This is an optimization exercise on Yosys and OpenROAD, whose aim is small area, a short achievable clock period and few clock cycles, not a production implementation. Where RTL was checked, it was by simulation tests only, not by an equivalence proof against the original. Power and IR drop assume default switching activity.

## kmsig_transport
module kmsig_transport (
    input              clk,
    input              rst,
    input              ev_valid,
    output             ev_ready,
    input      [2:0]   ev_type,
    input      [7:0]   ev_data,
    output reg         ans_valid,
    output reg [1:0]   ans_code,
    output     [7:0]   ans_byte,
    input              init,
    input      [6:0]   init_addr,
    input              dis,
    input              ui_we,
    input      [1:0]   ui_wave,
    input      [63:0]  ui_freq,
    input      [1:0]   chg_clr,
    output             idle,
    output     [1:0]   wave,
    output     [63:0]  freq,
    output     [135:0] str0,
    output     [135:0] str1,
    output     [1:0]   chg
);
Size: roughly 2100 cells after synthesis, about 500 flip-flops, roughly 24000 um2 of cells after synthesis.
==> flow/config.mk <==
export PLATFORM = sky130hd
export DESIGN_NAME = kmsig_transport
export DESIGN_NICKNAME = kmsig_transport
export VERILOG_FILES = /design/flow/design.v
export SDC_FILE = /design/flow/constraint.sdc
export NUM_CORES = 4
export LEC_CHECK = 0
export ABC_CLOCK_PERIOD_IN_PS = 2500
export CAP_MARGIN = 20
export CORE_MARGIN = 2
export CORE_UTILIZATION = 40
export CTS_CLUSTER_DIAMETER = 80
export CTS_CLUSTER_SIZE = 30
export PLACE_DENSITY = 0.6
export SETUP_SLACK_MARGIN = 3.0
export SLEW_MARGIN = 20
==> flow/constraint.sdc <==
create_clock -name core_clock -period 6.0 [get_ports {clk}]
set_input_delay 1.2000 -clock core_clock [delete_from_list [all_inputs] [get_ports {clk}]]
set_output_delay 1.2000 -clock core_clock [all_outputs]
set_load 0.01 [all_outputs]
standard.sh (not shown) runs the stock make flow with config.mk's settings and CLKGATE_MAP_FILE= SYNTH_SCRIPT=/design/flow/synth_recipe.tcl, a recipe that flattens the netlist after the stock synthesis.
==> flow/flow/run.sh <==
#!/bin/bash
# The standard layout, with the ports buffered by the smallest buffer cell.
set -euo pipefail
bash standard.sh "BUFFER_PORTS_ARGS=-buffer_cell sky130_fd_sc_hd__buf_1" finish > standard_flow.log 2>&1
==> next run, changes <==
ABC_CLOCK_PERIOD_IN_PS = 3000   (was 2500)
CTS_CLUSTER_SIZE = 25   (was 30)
SETUP_SLACK_MARGIN = 2.5   (was 3.0)
Non-clock buffer count goes down by 51; sequential share of layout area went up by 1.8 points; worst setup slack gets worse by 0.072 ns; wire length falls by 2.7%; flip-flop and latch count is unchanged; fmax fell by about 2%; design area goes down by about 3.7%.
No functional check of the RTL was part of any run of this note.

========
== the reference run ==
kmsig_transport, a different RTL version from the one above (not shown whole).
Size in the first run: about 2400 cells after synthesis, roughly 510 flip-flops.
Settings: LEC_CHECK=0, ABC_AREA=1, CAP_MARGIN=20, CORE_MARGIN=2, CORE_UTILIZATION=40, CTS_CLUSTER_DIAMETER=90, CTS_CLUSTER_SIZE=32, PLACE_DENSITY=0.6, SETUP_SLACK_MARGIN=3.2, SLEW_MARGIN=20; clock period 6.0 ns.
Scripts as last shown in full above: flow/flow/run.sh
The reference run: flow completed, timing, DRC and antenna clean
Testbench counts of the reference run, summed over its fixed seeds: cycles 13,673.
What the trial run does differently from the reference run at the input level:
Settings: swapping 90 for 80 in CTS_CLUSTER_DIAMETER; swapping 32 for 25 in CTS_CLUSTER_SIZE; swapping 0.6 for 0.7 in PLACE_DENSITY; swapping 3.2 for 2.8 in SETUP_SLACK_MARGIN; swapping 40 for 55 in CORE_UTILIZATION.
## What came out
On global-route track usage on met1, the lower figure sits with the reference run, not the trial run. For the reference run, the uppermost metal layer occupied by signal nets was met5, unlike the trial run, where it was met4. The trial run against the reference run; area of the multi-input gates is down by a little under 10%. The more densely filled core belongs to the trial run, not the reference run. Lower clock-buffer cell count goes to the reference run over the trial run.

========
lane 1:
Starting RTL as in the previous note.
==> flow/config.mk <==
export PLATFORM = sky130hd
export DESIGN_NAME = kmsig_transport
export DESIGN_NICKNAME = kmsig_transport
export VERILOG_FILES = /design/flow/design.v
export SDC_FILE = /design/flow/constraint.sdc
export NUM_CORES = 4
export LEC_CHECK = 0
export ABC_AREA = 1
export CAP_MARGIN = 20
export CORE_MARGIN = 2
export CORE_UTILIZATION = 40
export CTS_CLUSTER_DIAMETER = 90
export CTS_CLUSTER_SIZE = 32
export PLACE_DENSITY = 0.6
export SETUP_SLACK_MARGIN = 3.1
export SLEW_MARGIN = 20
==> flow/constraint.sdc <==
create_clock -name core_clock -period 6.0 [get_ports {clk}]
set_input_delay 1.2000 -clock core_clock [delete_from_list [all_inputs] [get_ports {clk}]]
set_output_delay 1.2000 -clock core_clock [all_outputs]
set_load 0.01 [all_outputs]
Scripts as last shown in full above: flow/flow/run.sh
Testbench counts of lane 1, summed over its fixed seeds: cycles 13,673.
### lane 1 -> lane 2
# lane 1
export LEC_CHECK = 0
export ABC_AREA = 1
export CAP_MARGIN = 20
export CORE_MARGIN = 2
export CORE_UTILIZATION = 40
export CTS_CLUSTER_DIAMETER = 90
export CTS_CLUSTER_SIZE = 32
export PLACE_DENSITY = 0.6
export SETUP_SLACK_MARGIN = 3.1
export SLEW_MARGIN = 20
create_clock -name core_clock -period 6.0 [get_ports {clk}]
# lane 2
export LEC_CHECK = 0
export ABC_AREA = 1
export CAP_MARGIN = 20
export CORE_MARGIN = 2
export CORE_UTILIZATION = 40
export CTS_CLUSTER_DIAMETER = 90
export CTS_CLUSTER_SIZE = 28
export PLACE_DENSITY = 0.6
export SETUP_SLACK_MARGIN = 3.3
export SLEW_MARGIN = 20
create_clock -name core_clock -period 6.0 [get_ports {clk}]
### Flow results
The clock network latency to the later pin of the worst-skew pair was comparable across lane 2 and lane 1.
Relative to lane 1, area growth from synthesis to final layout has gone up in lane 2.
[lane 2] global routing usage on met2 rose 1.3 points relative to lane 1
Lane 2 vs lane 1, launch point of the worst path: div_x[6] vs m_cnt[1]
Lane 2 gives more total track usage than lane 1 did.
Of the two candidates, lane 1 has the better placed wire-length estimate after detailed placement and lane 2 the worse one.
Lane 2 vs lane 1 — final area rose about 4%.
Input changes introduced in lane 3 (baseline for comparison: lane 2):
# lane 2
export LEC_CHECK = 0
export ABC_AREA = 1
export CAP_MARGIN = 20
export CORE_MARGIN = 2
export CORE_UTILIZATION = 40
export CTS_CLUSTER_DIAMETER = 90
export CTS_CLUSTER_SIZE = 28
export PLACE_DENSITY = 0.6
export SETUP_SLACK_MARGIN = 3.3
export SLEW_MARGIN = 20
create_clock -name core_clock -period 6.0 [get_ports {clk}]
# lane 3
export LEC_CHECK = 0
export ABC_AREA = 1
export CAP_MARGIN = 20
export CORE_MARGIN = 2
export CORE_UTILIZATION = 40
export CTS_CLUSTER_DIAMETER = 80
export CTS_CLUSTER_SIZE = 25
export PLACE_DENSITY = 0.6
export SETUP_SLACK_MARGIN = 3.1
export SLEW_MARGIN = 20
create_clock -name core_clock -period 6.0 [get_ports {clk}]
Findings:
Delta (lane 3 minus lane 2): wire length now sits lower; last weighted congestion value of the routability-driven placer picked up an extra 0.058; mean number of vias per cell saw a decrease; global-route usage down 0.61 points; clock-buffer cell count saw an increase.
Re power: lane 3 and lane 2 aren't equal, and the higher value belongs to lane 2.
Taking lane 2 as the reference point, the post-route cell area of lane 3 falls by 4.0%.
Final cell count without fillers of lane 3 falls short of that of lane 2 slightly.
## Diff of input files: lane 4 against lane 3
# lane 3
export LEC_CHECK = 0
export ABC_AREA = 1
export CAP_MARGIN = 20
export CORE_MARGIN = 2
export CORE_UTILIZATION = 40
export CTS_CLUSTER_DIAMETER = 80
export CTS_CLUSTER_SIZE = 25
export PLACE_DENSITY = 0.6
export SETUP_SLACK_MARGIN = 3.1
export SLEW_MARGIN = 20
create_clock -name core_clock -period 6.0 [get_ports {clk}]
# lane 4
export LEC_CHECK = 0
export ABC_AREA = 1
export CAP_MARGIN = 20
export CORE_MARGIN = 2
export CORE_UTILIZATION = 40
export CTS_CLUSTER_DIAMETER = 90
export CTS_CLUSTER_SIZE = 32
export PLACE_DENSITY = 0.6
export SETUP_SLACK_MARGIN = 3.0
export SLEW_MARGIN = 20
create_clock -name core_clock -period 6.0 [get_ports {clk}]
--- outcome ---
- From lane 3 to lane 4 the numbers moved as follows: wire length after detailed routing went up by about 0.35%; combinational fraction of design power fell 0.3 points; maximum achievable frequency has increased.
- Diff lane 3 -> lane 4: via count went down 93; number of instances in the placed design has increased.
Input-level comparison between lane 5 and lane 4:
# lane 4
export LEC_CHECK = 0
export ABC_AREA = 1
export CAP_MARGIN = 20
export CORE_MARGIN = 2
export CORE_UTILIZATION = 40
export CTS_CLUSTER_DIAMETER = 90
export CTS_CLUSTER_SIZE = 32
export PLACE_DENSITY = 0.6
export SETUP_SLACK_MARGIN = 3.0
export SLEW_MARGIN = 20
create_clock -name core_clock -period 6.0 [get_ports {clk}]
# lane 5
export LEC_CHECK = 0
export ABC_AREA = 1
export CAP_MARGIN = 20
export CORE_MARGIN = 2
export CORE_UTILIZATION = 40
export CTS_CLUSTER_DIAMETER = 80
export CTS_CLUSTER_SIZE = 25
export PLACE_DENSITY = 0.6
export SETUP_SLACK_MARGIN = 2.8
export SLEW_MARGIN = 20
create_clock -name core_clock -period 6.0 [get_ports {clk}]
Notes after the runs:
- Every run (lane 4 and lane 5) finished clean.
- Going from lane 4 to lane 5, cell area shrank slightly.
- Pre-CTS setup slack improves in lane 5 relative to lane 4.
- Looking only at layout buffering overhead excluding clock cells, and setting everything else aside, the lower value of lane 4 and lane 5 goes to lane 5.
- Non-clock inverter total of the final layout ends up higher on lane 4.
- [compare] base=lane 4 new=lane 5: proportion of cell area occupied by registers +0.42 points; final critical-path required period +0.16 ns.
- Post-route worst hold slack in lane 5 is 0.0046 ns higher than in lane 4
- Lane 4 → lane 5: number of tapcells comparable, number of violations reported at the end of detailed-routing iteration 0 has decreased.
- Comparing lane 4 and lane 5, path length in cells of the critical path is higher on lane 5.
- Cell with the largest stage delay on the worst path: nand2_1 -> lane 4, clkinvlp_4 -> lane 5

==> afterwards: timing with drivers on the ports <==
Ports are ideal in the flow. The routed layouts listed here were re-timed in OpenROAD. Step 1: set_driving_cell puts a clkbuf_16 on clk and a buf_2 on each other input, an assumption about the parent block. Step 2 also shifts input and output timing later by t, the mid clock arrival at the registers, as if the neighbouring blocks saw the same clock. Three values: ideal, step 1, step 2; two values: the first two.
run | t, ns | slack for setup (ns) | worst setup path at the end
the first run of note 1 | 0.649 | 2.449 / 2.449 / 2.449 | register to register
the second run of note 1 | 0.658 | 2.376 / 2.376 / 2.108 | input to register
the reference run | 0.655 | 3.099 / 3.079 / 2.478 | input to register
the trial run | 0.663 | 2.943 / 2.883 / 2.336 | input to register
lane 1 | 0.668 | 3.030 / 2.968 / 2.503 | input to register
lane 2 | 0.665 | 3.142 / 3.086 / 2.705 | input to register
lane 3 | 0.665 | 3.021 / 2.964 / 2.395 | input to register
lane 4 | 0.667 | 3.064 / 3.027 / 2.443 | input to register
lane 5 | 0.681 | 2.903 / 2.869 / 2.261 | input to register
After both steps every run listed still meets setup and hold. The setup slack of lane 5, which loses most, moves by -0.034 ns with the drivers and by -0.642 ns with both steps.
